Background: an optimization exercise with open tools, aiming at small area. Do not read the settings as production practice.
Function not checked in this run: the RTL went through the layout flow alone.
Power is estimated from default activity; no workload was simulated.

==> flow/design.v <==
module sdadc_engine (
    input  wire        clk,
    input  wire        rst,           
    input  wire        tick_i,        
    input  wire        cmd_valid,
    input  wire [31:0] cmd_word,
    output wire        cmd_ready,
    output reg         rsp_valid,
    output wire [2:0]  rsp_status,
    output wire [31:0] rsp_value,
    output wire [3:0]  rsp_recn,
    input  wire        reg_wr_en,
    input  wire [2:0]  reg_wr_addr,
    input  wire [31:0] reg_wr_data,
    input  wire [3:0]  reg_rd_addr,
    output reg  [31:0] reg_rd_data,
    input  wire        pin_grant,
    output wire        sclk_o,
    output wire        sclk_oe,
    output wire        din_o,
    output wire        din_oe,
    output wire        dout_o,
    output wire        dout_oe,
    input  wire        dout_i
);
    localparam [2:0] ST_OK      = 3'd0;
    localparam [2:0] ST_TIMEOUT = 3'd1;
    localparam [2:0] ST_INVALID = 3'd2;
    localparam [2:0] ST_BUSY    = 3'd3;
    localparam [2:0] ST_NORES   = 3'd4;
    localparam [3:0] P_IDLE    = 4'd0;
    localparam [3:0] P_CHECK   = 4'd1;
    localparam [3:0] P_WAIT    = 4'd2;
    localparam [3:0] P_DATA    = 4'd3;
    localparam [3:0] P_TRAIL   = 4'd4;
    localparam [3:0] P_RECOVER = 4'd5;
    localparam [3:0] P_ENTER   = 4'd6;
    localparam [3:0] P_CMD     = 4'd7;
    localparam [3:0] P_PAYLOAD = 4'd8;
    localparam [3:0] P_TURN    = 4'd9;
    localparam [3:0] P_RDATA   = 4'd10;
    localparam [3:0] P_EXIT    = 4'd11;
    localparam [3:0] P_PRIM    = 4'd12;    
    localparam [3:0] P_AD      = 4'd13;    
    localparam [2:0] S_DIROUT = 3'd0;
    localparam [2:0] S_DAT    = 3'd1;
    localparam [2:0] S_RISE   = 3'd2;
    localparam [2:0] S_HIGH   = 3'd3;
    localparam [2:0] S_DIRIN  = 3'd4;
    localparam [2:0] S_TEST   = 3'd5;
    localparam [2:0] S_FALL   = 3'd6;
    localparam [2:0] S_LOW    = 3'd7;
    localparam [2:0] W_DIR    = 3'd0;
    localparam [2:0] W_SMP    = 3'd1;
    localparam [2:0] W_RECHK  = 3'd2;
    localparam [2:0] W_HOLD   = 3'd3;
    reg         m_shared, m_dinv, m_recheck;
    reg  [3:0]  m_trail, m_recmax, m_width;
    reg  [23:0] cr_cmdcode;
    reg  [31:0] cr_timeout, cr_t_high, cr_t_low, cr_t_poll, cr_t_reset, cr_t_startup;
    wire [31:0] cr_mode = {12'd0, m_width, m_recmax, m_trail, 5'd0, m_recheck, m_dinv, m_shared};
    wire [7:0]  cmd_wr   = cr_cmdcode[7:0];
    wire [7:0]  cmd_rd   = cr_cmdcode[15:8];
    wire [7:0]  reg_mask = cr_cmdcode[23:16];
    reg  [3:0]  phase;
    reg  [2:0]  sub;
    reg  [4:0]  bitcnt;
    reg         drive;
    reg         clk_q, data_q, dir_q;
    reg  [23:0] result_q;
    reg  [3:0]  recn_q;
    reg  [2:0]  code_q;
    reg  [7:0]  lastop_q;
    reg  [31:0] lasttmo_q;
    reg  [63:0] now_q;
    reg         done_any;      
    reg         res_any;       
    reg  [7:0]  op_q;          
    reg         fmt_q;         
    reg  [23:0] shift_q;       
    reg  [31:0] holdn_q;       
    reg  [31:0] tmon_q;        
    wire idle   = (phase == P_IDLE);
    wire accept = cmd_valid & idle;
    assign cmd_ready = idle;
    assign sclk_o  = clk_q;
    assign sclk_oe = drive;
    assign din_o   = data_q;
    assign din_oe  = drive & ~m_shared;
    assign dout_o  = data_q;
    assign dout_oe = drive & m_shared & dir_q;
    wire last_val = (code_q == ST_OK) &&
                    ((lastop_q == 8'h01) || (lastop_q == 8'h10) || (lastop_q == 8'h12));
    wire last_raw = (code_q == ST_OK) && (lastop_q == 8'h10);
    assign rsp_status = code_q;
    assign rsp_value  = last_val ? {{8{result_q[23]}}, result_q} : 32'd0;
    assign rsp_recn   = last_raw ? recn_q : 4'd0;
    always @(*) begin
        case (reg_rd_addr)
            4'd0:  reg_rd_data = cr_mode;
            4'd1:  reg_rd_data = {8'd0, cr_cmdcode};
            4'd2:  reg_rd_data = cr_timeout;
            4'd3:  reg_rd_data = cr_t_high;
            4'd4:  reg_rd_data = cr_t_low;
            4'd5:  reg_rd_data = cr_t_poll;
            4'd6:  reg_rd_data = cr_t_reset;
            4'd7:  reg_rd_data = cr_t_startup;
            4'd8:  reg_rd_data = {23'd0, recn_q, code_q & {3{done_any}}, ~idle, drive};
            4'd9:  reg_rd_data = {{8{result_q[23]}}, result_q} & {32{res_any}};
            4'd10: reg_rd_data = {24'd0, lastop_q} & {32{done_any}};
            4'd11: reg_rd_data = lasttmo_q & {32{done_any}};
            4'd12: reg_rd_data = now_q[31:0];
            4'd13: reg_rd_data = now_q[63:32];
            4'd14: reg_rd_data = {27'd0, drive, dout_i, dir_q, data_q, clk_q};
            default: reg_rd_data = 32'd0;
        endcase
    end
    wire [7:0] w_op = cmd_word[31:24];
    reg w_fmt;
    always @(*) begin
        case (w_op)
            8'h01, 8'h03, 8'h04, 8'h10,
            8'h20, 8'h30, 8'h31: w_fmt = (cmd_word[23:0] == 24'd0);
            8'h02:               w_fmt = (cmd_word[23:1] == 23'd0);
            8'h11:               w_fmt = (cmd_word[23:16] == 8'd0);
            8'h12:               w_fmt = (cmd_word[23:16] == 8'd0) && (cmd_word[7:0] == 8'd0);
            default:             w_fmt = 1'b0;
        endcase
    end
    wire o_frame   = op_q[4] & ~op_q[5];                  
    wire o_rawrd   = o_frame & ~op_q[1] & ~op_q[0];        
    wire o_regrd   = o_frame & op_q[1];                    
    wire o_low     = ~op_q[4] & ~op_q[5];                  
    wire o_waitrdy = o_low & op_q[2];                      
    wire o_rdbit   = o_low & ~op_q[2] & ~op_q[1];          
    wire o_wrbit   = o_low & op_q[1] & ~op_q[0];           
    wire o_chiprst = op_q[5] & ~op_q[4];                   
    wire o_attach  = op_q[5] & op_q[4] & ~op_q[0];         
    wire o_ad      = op_q[5] & op_q[4];                    
    wire o_poll    = o_frame | o_waitrdy;
    wire width_bad = (m_width == 4'd0) || (m_width > 4'd8);
    wire addr_bad  = (shift_q[15:8] & ~reg_mask) != 8'd0;
    wire [7:0] cw = (o_regrd ? cmd_rd : cmd_wr) | (shift_q[15:8] & reg_mask);
    wire       cell_bit = (phase == P_CMD) ? cw[bitcnt[2:0]] : shift_q[bitcnt[2:0]];
    wire cell_is_write = (phase == P_CMD) || (phase == P_PAYLOAD) ||
                         ((phase == P_PRIM) && o_wrbit);
    wire cell_samples  = (phase == P_RDATA) || ((phase == P_DATA) && o_rawrd) ||
                         ((phase == P_PRIM) && o_rdbit);
    wire [2:0] wr_start = m_shared ? S_DIROUT : S_DAT;
    wire [3:0]  hold_g1, tmo_g1;               
    wire [4:0]  hold_gc, tmo_gc;               
    wire [31:0] hold_inc, tmo_inc;
    wire hold_done = &hold_g1;
    wire tmo_done  = &tmo_g1;
    assign hold_gc[0] = tick_i & ~hold_done;
    assign tmo_gc[0]  = tick_i & ~tmo_done;
    genvar hg, hb;
    generate
        for (hg = 0; hg < 4; hg = hg + 1) begin : g_dec
            wire [8:0] hc, tc;
            assign hold_g1[hg]   = &holdn_q[8*hg+7:8*hg];
            assign tmo_g1[hg]    = &tmon_q[8*hg+7:8*hg];
            assign hold_gc[hg+1] = hold_gc[hg] & hold_g1[hg];
            assign tmo_gc[hg+1]  = tmo_gc[hg] & tmo_g1[hg];
            assign hc[0] = hold_gc[hg];
            assign tc[0] = tmo_gc[hg];
            for (hb = 0; hb < 8; hb = hb + 1) begin : g_bit
                assign hold_inc[8*hg+hb] = hc[hb];
                assign tmo_inc[8*hg+hb]  = tc[hb];
                assign hc[hb+1] = hc[hb] & holdn_q[8*hg+hb];
                assign tc[hb+1] = tc[hb] & tmon_q[8*hg+hb];
            end
        end
    endgenerate
    wire bit_last  = (bitcnt == 5'd0);
    reg  [3:0] n_phase;
    reg  [2:0] n_sub;
    reg  [4:0] n_bit;
    reg        n_clk, n_data, n_dir, n_drive;
    reg  [3:0] n_recn;
    reg        cmpl;
    reg  [2:0] cst;
    reg        shift_en;
    always @(*) begin
        n_phase  = phase;
        n_sub    = sub;
        n_bit    = bitcnt;
        n_clk    = clk_q;
        n_data   = data_q;
        n_dir    = dir_q;
        n_drive  = drive;
        n_recn   = recn_q;
        cmpl     = 1'b0;
        cst      = ST_OK;
        shift_en = 1'b0;
        case (phase)
        P_IDLE: begin
            if (cmd_valid) begin
                n_phase = P_CHECK;
                n_bit   = 5'd0;
            end
        end
        P_CHECK: begin
            if (!fmt_q) begin
                cmpl = 1'b1; cst = ST_INVALID;
            end else if (!o_attach && !drive) begin
                cmpl = 1'b1; cst = ST_NORES;
            end else if (o_attach && drive) begin
                cmpl = 1'b1; cst = ST_INVALID;
            end else if (o_poll && (cr_t_poll == 32'd0)) begin
                cmpl = 1'b1; cst = ST_INVALID;
            end else if (o_frame && !o_rawrd && (width_bad || addr_bad)) begin
                cmpl = 1'b1; cst = ST_INVALID;
            end else if (o_ad) begin
                n_phase = P_AD;
            end else if (o_poll) begin
                n_phase = P_WAIT;
                n_sub   = W_DIR;
            end else begin
                n_phase = P_PRIM;
                n_sub   = o_wrbit ? wr_start : S_RISE;
            end
        end
        P_WAIT: begin
            case (sub)
                W_DIR: begin
                    if (m_shared) n_dir = 1'b0;
                    n_sub = W_SMP;
                end
                W_SMP: begin
                    if (!dout_i) begin
                        if (o_waitrdy) begin
                            cmpl = 1'b1;
                        end else if (o_rawrd && m_recheck) begin
                            n_sub = W_RECHK;
                        end else begin
                            n_phase = P_DATA;
                            n_bit   = 5'd23;
                            n_sub   = S_RISE;
                        end
                    end else if (tmo_done) begin
                        cmpl = 1'b1; cst = ST_TIMEOUT;
                    end else begin
                        n_sub = W_HOLD;
                    end
                end
                W_RECHK: begin
                    if (dout_i) begin
                        cmpl = 1'b1; cst = ST_BUSY;
                    end else begin
                        n_phase = P_DATA;
                        n_bit   = 5'd23;
                        n_sub   = S_RISE;
                    end
                end
                default: begin                       
                    if (hold_done) n_sub = W_SMP;
                end
            endcase
        end
        P_TURN: begin
            if (m_shared) n_dir = 1'b0;
            n_phase = P_RDATA;
            n_bit   = 5'd7;
            n_sub   = S_RISE;
        end
        P_AD: begin
            cmpl = 1'b1;
            if (o_attach) begin
                if (!pin_grant) begin
                    cst = ST_NORES;
                end else begin
                    n_clk   = 1'b0;
                    n_data  = 1'b0;
                    n_dir   = 1'b0;
                    n_drive = 1'b1;
                end
            end else begin
                n_drive = 1'b0;
            end
        end
        default: begin       
            case (sub)
                S_DIROUT: begin
                    n_dir = 1'b1;
                    n_sub = S_DAT;
                end
                S_DAT: begin
                    n_data = cell_bit ^ m_dinv;
                    n_sub  = S_RISE;
                end
                S_RISE: begin
                    n_clk = 1'b1;
                    n_sub = S_HIGH;
                end
                S_HIGH: begin
                    if (hold_done) n_sub = S_FALL;
                end
                S_FALL: begin
                    shift_en = cell_samples;
                    n_clk = 1'b0;
                    n_sub = S_LOW;
                end
                S_TEST: begin                        
                    if ((recn_q >= m_recmax) || dout_i)
                        cmpl = 1'b1;
                    else
                        n_sub = S_RISE;
                end
                default: begin                       
                    if (sub == S_DIRIN) n_dir = 1'b0;
                    if (hold_done && cell_is_write && m_shared && (sub == S_LOW))
                        n_sub = S_DIRIN;
                    if ((sub == S_DIRIN) || (hold_done && !(cell_is_write && m_shared))) begin
                        n_bit = bitcnt - 5'd1;
                        case (phase)
                            P_DATA: begin
                                n_sub = S_RISE;
                                if (bit_last) begin
                                    if (!o_rawrd) begin
                                        n_phase = P_ENTER;
                                    end else if (m_trail != 4'd0) begin
                                        n_phase = P_TRAIL;
                                        n_bit   = {1'b0, m_trail - 4'd1};
                                    end else begin
                                        n_phase = P_RECOVER;
                                        n_recn  = 4'd0;
                                        n_sub   = S_TEST;
                                    end
                                end
                            end
                            P_TRAIL: begin
                                n_sub = S_RISE;
                                if (bit_last) begin
                                    n_phase = P_RECOVER;
                                    n_recn  = 4'd0;
                                    n_sub   = S_TEST;
                                end
                            end
                            P_RECOVER: begin
                                n_recn = recn_q + 4'd1;
                                n_sub  = S_TEST;
                            end
                            P_ENTER: begin
                                n_phase = P_CMD;
                                n_bit   = {1'b0, m_width - 4'd1};
                                n_sub   = wr_start;
                            end
                            P_CMD: begin
                                n_sub = wr_start;
                                if (bit_last) begin
                                    n_bit = 5'd7;
                                    n_phase = o_regrd ? P_TURN : P_PAYLOAD;
                                end
                            end
                            P_PAYLOAD: begin
                                n_sub = wr_start;
                                if (bit_last) begin
                                    n_phase = P_EXIT;
                                    n_sub   = S_RISE;
                                end
                            end
                            P_RDATA: begin
                                n_sub = S_RISE;
                                if (bit_last) n_phase = P_EXIT;
                            end
                            default: begin           
                                cmpl = 1'b1;
                            end
                        endcase
                    end
                end
            endcase
        end
        endcase
        if (cmpl) n_phase = P_IDLE;
    end
    wire res_we = cmpl && (cst == ST_OK) && ((phase == P_RECOVER) || o_regrd || o_rdbit);
    wire wr_ok = reg_wr_en & idle;
    wire [31:0] wd0 = reg_wr_data & {32{~rst}};     
    wire [31:0] wd1 = reg_wr_data | {32{rst}};      
    wire [7:0]  we  = {8{wr_ok}} & (8'd1 << reg_wr_addr);
    wire [7:0]  cre = we | {8{rst}};
    function [31:0] rv(input [31:0] v);
        rv = (wd1 & v) | (wd0 & ~v);
    endfunction
    function [23:0] rv24(input [23:0] v);
        rv24 = (wd1[23:0] & v) | (wd0[23:0] & ~v);
    endfunction
    always @(posedge clk) begin
        if (cre[0]) begin
            m_shared  <= wd0[0];
            m_dinv    <= wd0[1];
            m_recheck <= wd0[2];
            m_trail   <= wd0[11:8];
            m_recmax  <= wd0[15:12];
            m_width   <= {wd0[19], wd1[18], wd0[17:16]};                     
        end
        if (cre[1]) cr_cmdcode   <= rv24(24'h07_0008);
        if (cre[2]) cr_timeout   <= rv(32'd100000);
        if (cre[3]) cr_t_high    <= rv(32'd2);
        if (cre[4]) cr_t_low     <= rv(32'd2);
        if (cre[5]) cr_t_poll    <= rv(32'd10);
        if (cre[6]) cr_t_reset   <= rv(32'd1000);
        if (cre[7]) cr_t_startup <= rv(32'd100);
    end
    always @(posedge clk) begin
        if (rst) begin
            phase     <= P_IDLE;
            drive     <= 1'b0;
            clk_q     <= 1'b0;
            data_q    <= 1'b0;
            dir_q     <= 1'b0;
            recn_q    <= 4'd0;
            now_q     <= 64'd0;
            rsp_valid <= 1'b0;
            done_any  <= 1'b0;
            res_any   <= 1'b0;
        end else begin
            phase     <= n_phase;
            drive     <= n_drive;
            clk_q     <= n_clk;
            data_q    <= n_data;
            dir_q     <= n_dir;
            recn_q    <= n_recn;
            now_q     <= now_q ^ now_inc;
            rsp_valid <= cmpl;
            if (cmpl)   done_any <= 1'b1;
            if (res_we) res_any  <= 1'b1;
        end
    end
    wire [7:0]  now_g1;                        
    wire [8:0]  now_gc;                        
    wire [63:0] now_inc;                       
    assign now_gc[0] = tick_i;
    genvar gi, bi;
    generate
        for (gi = 0; gi < 8; gi = gi + 1) begin : g_now
            wire [8:0] c;
            assign now_g1[gi]   = &now_q[8*gi+7:8*gi];
            assign now_gc[gi+1] = now_gc[gi] & now_g1[gi];
            assign c[0] = now_gc[gi];
            for (bi = 0; bi < 8; bi = bi + 1) begin : g_bit
                assign now_inc[8*gi+bi] = c[bi];
                assign c[bi+1] = c[bi] & now_q[8*gi+bi];
            end
        end
    endgenerate
    always @(posedge clk) begin
        if (cmpl) begin
            code_q    <= cst;
            lastop_q  <= op_q;
            lasttmo_q <= cr_timeout;
        end
        if (res_we)
            result_q <= {shift_q[23:8] & {16{o_rawrd}}, shift_q[7:0]};
    end
    always @(posedge clk) begin
        sub    <= n_sub;
        bitcnt <= n_bit;
        if (idle) begin
            op_q  <= w_op;
            fmt_q <= w_fmt;
        end
        if (idle)
            shift_q[15:0] <= cmd_word[15:0];
        else if (shift_en)
            shift_q[15:0] <= {shift_q[14:0], dout_i};
        if (shift_en)
            shift_q[23:16] <= shift_q[22:15];
        if (sub[1] & sub[0])                         
            holdn_q <= holdn_q ^ hold_inc;
        else if (phase == P_WAIT)
            holdn_q <= ~cr_t_poll;
        else if (sub[2])
            holdn_q <= ~(o_chiprst ? cr_t_startup : cr_t_low);
        else
            holdn_q <= ~(o_chiprst ? cr_t_reset : cr_t_high);
        if (phase != P_WAIT)
            tmon_q <= ~cr_timeout;
        else
            tmon_q <= tmon_q ^ tmo_inc;
    end
endmodule
==> flow/flow/run.sh <==
#!/bin/bash
# Layout flow: the standard flow (standard.sh) with these changes
#  - synthesis maps the logic with an area-oriented ABC script (amap) instead
#    of ORFS's delay-oriented one; the Yosys steps, and so the registers, are
#    the standard synthesis's;
#  - every port still gets a buffer, but a buf_1 instead of the default pick;
#  - the clock tree is built from clkbuf_8 without dummy loads.
# Each make run's full output goes to its own log file here.
set -uo pipefail
here=$(pwd)

# a copy of ORFS's scripts whose only change is the ABC script
rm -rf "$here/scripts_area"
cp -r "$FLOW_HOME/scripts" "$here/scripts_area"
cp "$here/flow/abc_area_map.script" "$here/scripts_area/abc_speed.script"

bash standard.sh SCRIPTS_DIR="$here/scripts_area" synth > "$here/synth.log" 2>&1 || exit 1

export BUFFER_PORTS_ARGS="-buffer_cell sky130_fd_sc_hd__buf_1"
export CTS_ARGS="-sink_clustering_enable -repair_clock_nets -sink_clustering_size 16 -sink_clustering_max_diameter 60 -buf_list sky130_fd_sc_hd__clkbuf_8 -dont_use_dummy_load"
bash standard.sh > "$here/layout.log" 2>&1
==> flow/flow/abc_area_map.script <==
strash
dc2
dch
amap
topo
stime -c
==> flow/standard.sh <==
#!/bin/bash
# synth_recipe.tcl (not shown) runs the flow's synth.tcl, then flattens the netlist and writes it again
# the make line also repeats each setting of config.mk as NAME=value (left out here)
make -C /OpenROAD-flow-scripts/flow DESIGN_CONFIG=/design/flow/config.mk WORK_HOME=/design/flow/orfs CLKGATE_MAP_FILE= SYNTH_SCRIPT=/design/flow/synth_recipe.tcl "${@:-finish}"
==> flow/config.mk <==
export PLATFORM = sky130hd
export DESIGN_NAME = sdadc_engine
export DESIGN_NICKNAME = sdadc_engine
export VERILOG_FILES = /design/flow/design.v
export SDC_FILE = /design/flow/constraint.sdc
export NUM_CORES = 4
export LEC_CHECK = 0
export CAP_MARGIN = 20
export CORE_MARGIN = 2
export CORE_UTILIZATION = 40
export CTS_BUF_LIST = sky130_fd_sc_hd__clkbuf_8
export CTS_CLUSTER_DIAMETER = 60
export CTS_CLUSTER_SIZE = 16
export SLEW_MARGIN = 20
==> flow/constraint.sdc <==
create_clock -name core_clock -period 10.0 [get_ports {clk}]
set_input_delay 2.0000 -clock core_clock [delete_from_list [all_inputs] [get_ports {clk}]]
set_output_delay 2.0000 -clock core_clock [all_outputs]
set_load 0.01 [all_outputs]
==> results.sh <==
export IMPL_insertion_delay_ns=0.66
export IMPL_hold_worst_slack_ns=0.384
export IMPL_finalCritPeriodShare=0.707
export IMPL_yosys_area_top_type="edfxtp_1"
export IMPL_max_freq_ghz=0.141
export IMPL_layout_setup_ws_ns=2.93
export IMPL_syn_area_per_cell_um2=12.1
export IMPL_clock_sinks=482
export IMPL_worst_slew_pin_slew_ns=1.01
export IMPL_p_leak_nw=8.23
export IMPL_cts_resized=0
export IMPL_maxCapViolations=0
export IMPL_async_flop_share=0
export IMPL_grt_pass1_vias=16800
export IMPL_drive_gt1_frac=0.0548
export IMPL_crit_path_start_kind="input port"
export IMPL_powerDensity_nw_per_um2=251
export IMPL_period_needed_ns=7.07
export IMPL_path_clk_slew_ns=0.09
export IMPL_gr_total_overflow=0
export IMPL_synth_top_area_frac=0.474
export IMPL_ff2ff_setup_slack_ns=3.91
export IMPL_clockRootBuffer="clkbuf_8"
export IMPL_via_per_inst=6.46
export IMPL_core_region_area_um2=52900
export IMPL_end_kind="output pin"
export IMPL_whs_path_depth=0
export IMPL_synth_top_flop_cell="edfxtp_1"
export IMPL_tritoncts="built"
export IMPL_ys_seq_area_frac=0.607
export IMPL_synthDistinctLibCells=49
export IMPL_cpMaxStageDelayCell="clkinv_1"
export IMPL_dpl_worst_slack_ns=3.11
export IMPL_port_buffers=156
export IMPL_min_to="lastop_q[3]"
export IMPL_cts_buffers=40
export IMPL_areaGrowthSynthToFinish_pct=11.1
export IMPL_outcome="complete, no violations"
export IMPL_dpl_hpwl_mm=53.5
export IMPL_instances_no_fill=2696
export IMPL_hp_class="reg2reg"
export IMPL_cts_hold_buf=0
export IMPL_start_util=0.406
export IMPL_dieWidth_um=236
export IMPL_syn_nets=1977
export IMPL_syn_inst=1777
export IMPL_synth_edf_count=339
export IMPL_clk_path_buf_depth=3
export IMPL_cts_htree_levels=2
export IMPL_rsz0062_at_grt="false"
export IMPL_drt_pass1_iterations=7
export IMPL_ys_ff_latch=482
export IMPL_setup_viol=0
export IMPL_r2r_start="phase[2]"
export IMPL_ant_nets=0
export IMPL_synthTopCellsByArea="edfxtp_1 47%, dfxtp_1 13%, ha_1 7.1%"
export IMPL_crit_type="in2out"
export IMPL_drcViolationCount=0
export IMPL_totalWireLength_mm=79.8
export IMPL_cp_max_fo=15
export IMPL_fill_cells=4931
export IMPL_fin_skew_ns=0.0782
export IMPL_regArea_um2=13000
export IMPL_fp_dieH_um=236
export IMPL_cp_cell_sequence="buf_1, clkinv_1, or2_0, nor3b_2, buf_4, clkinv_1, nor2_1, a221oi_1, o2111ai_1, buf_1"
export IMPL_synthesis_area_um2=21500
export IMPL_postPlaceCellArea_um2=23300
export IMPL_yosysWarnings=1
export IMPL_post_cts_setup_buffer_count=0
export IMPL_yosys_top_cells_count="339 x edfxtp_1, 165 x nor2_1, 143 x dfxtp_1"
export IMPL_die_area_um2=55600
export IMPL_ir_drop_v=0.000270
export IMPL_nets=2209
export IMPL_num_io_pins=157
export IMPL_drv_slew=0
export IMPL_grt_pass1_wl_mm=115
export IMPL_crit_path_max_incr_delay_ns=0.70
export IMPL_grt_max_degree=71
export IMPL_place_inst=2655
export IMPL_synth_most_common_cell="edfxtp_1"
export IMPL_hold_violations=0
export IMPL_antenna_found_initial=3
export IMPL_finalInstanceArea_um2=23900
export IMPL_r2r_end="result_q[10]"
export IMPL_wire_per_inst_um=29.6
export IMPL_grtUsageTotal=0.282
export IMPL_drt_iter0_markers=3074
export IMPL_hold_start="op_q[3]"
export IMPL_slew_headroom=0.325
export IMPL_fin_tns_setup_ns=0
export IMPL_crit_arrival_ns=5.07
export IMPL_required_ns=8.00
export IMPL_multi_input_area_um2=8000
export IMPL_num_vias=17400
export IMPL_rr_worst_depth=16
export IMPL_num_rows=84
export IMPL_gp_congestion=0.922
==> metal layers <==
layer  vias to the layer above  wire length [um]  GRT usage
li1                       7539                 -          -
met1                      8517             31800      0.378
met2                      1143             36100      0.449
met3                       224              8490     0.0580
met4                         2              3470      0.114
met5                         -                18          0
==> sequential cells by signal (all words and copies together) (netlist names), 5 cells and up <==
name and count:
lastop_q 8, now_q 64, op_q 8, holdn_q 32
cr_cmdcode 24, cr_t_low 32, cr_t_startup 32, cr_timeout 32
tmon_q 32, bitcnt 5, lasttmo_q 32, cr_t_poll 32
cr_t_high 32, result_q 24, shift_q 24, cr_t_reset 32
==> logic make-up (layout without fill, tap and decap cells) <==
group	after synthesis	in the layout	synth area share
AND/OR/NAND/NOR	552	552	0.128
flip-flops	482	482	0.607
AO/OA/AOI/OAI	476	476	0.167
buffers and inverters	144	374	0.0267
adder cells (fa/ha/maj)	122	122	0.0710
XOR/XNOR	1	1	0.000408
other	0	1	0
==> worst max path at each step <==
| stage | from | to | slack [ns] |
|---|---|---|---|
| global placement | reg_rd_addr[3] | reg_rd_data[31] | 3.19 |
| finish | reg_rd_addr[3] | reg_rd_data[31] | 2.93 |
| detailed placement | reg_rd_addr[3] | reg_rd_data[31] | 3.11 |
| global route | reg_rd_addr[3] | reg_rd_data[31] | 2.91 |
| CTS | reg_rd_addr[3] | reg_rd_data[31] | 3.11 |
| floorplan | phase[2] | result_q[0] | 1.01 |
==> power breakdown <==
group          total (mW)  switching (mW)  internal (mW)
clock network        1.00           0.642          0.359
logic                2.02            1.45          0.567
registers            2.96           0.278           2.69
total                5.99            2.37           3.61
==> layout by cell type, fill, tap and decap left out, types with 51 or more instances in the layout <==
| cell type | count |
|---|---|
| a21oi_1 | 58 |
| a221oi_1 | 51 |
| a222oi_1 | 88 |
| buf_1 | 155 |
| clkinv_1 | 132 |
| dfxtp_1 | 143 |
| edfxtp_1 | 339 |
| ha_1 | 122 |
| nand2_1 | 75 |
| nand4_1 | 56 |
| nor2_1 | 156 |
| nor2b_1 | 111 |
| nor3_1 | 68 |
| o21ai_0 | 81 |
==> worst max-delay path: cells and delay by family <==
kind | cells | cell delay, ns
AO/OA/AOI/OAI | 2 | 0.28
AND/OR/NAND/NOR | 3 | 1.28
buffers and inverters | 5 | 1.48
==> metrics by stage <==
stage / utilization / power [mW]
detailed placement: 0.441 / 4.99
CTS: 0.452 / 5.96
floorplan: - / 4.07
finish: 0.452 / 5.99
global placement: 0.441 / 4.96
global route: 0.452 / 6.26
==> final cells by class <==
class / instances / area share
diodes: 1 / 0.000105
clock buffers: 40 / 0.0231
inverters: 135 / 0.0212
multi-input cells: 1151 / 0.335
flip-flops and latches: 482 / 0.546
well taps: 688 / 0.0361
repair buffers: 199 / 0.0382

## static timing again, ports no longer ideal
In the flow no input, the clock included, has a driving cell. The finished layout below was timed again as built, in two steps.
Step 1 sets driving cells, clkbuf_16 on the clock port and buf_2 on the other inputs (assumed; they add their load-dependent delay and slew).
Step 2, shift: input delay + t, output delay - t, t = (earliest + latest rising clock arrival at the registers) / 2. This alone moves slack from input paths to output paths.
a / b / c = ideal ports / drivers / drivers and shift; a / b = the first two.
t, ns: 0.673
setup WS [ns]: 2.932 / 2.892 / 2.892
worst hold slack (ns): 0.384 / 0.384 / 0.384
clock arrival spread, ns: 0.078 / 0.078
After both steps this run still meets setup and hold. For this run, drivers alone change the setup slack by -0.040 ns; drivers and shift together by -0.040 ns.
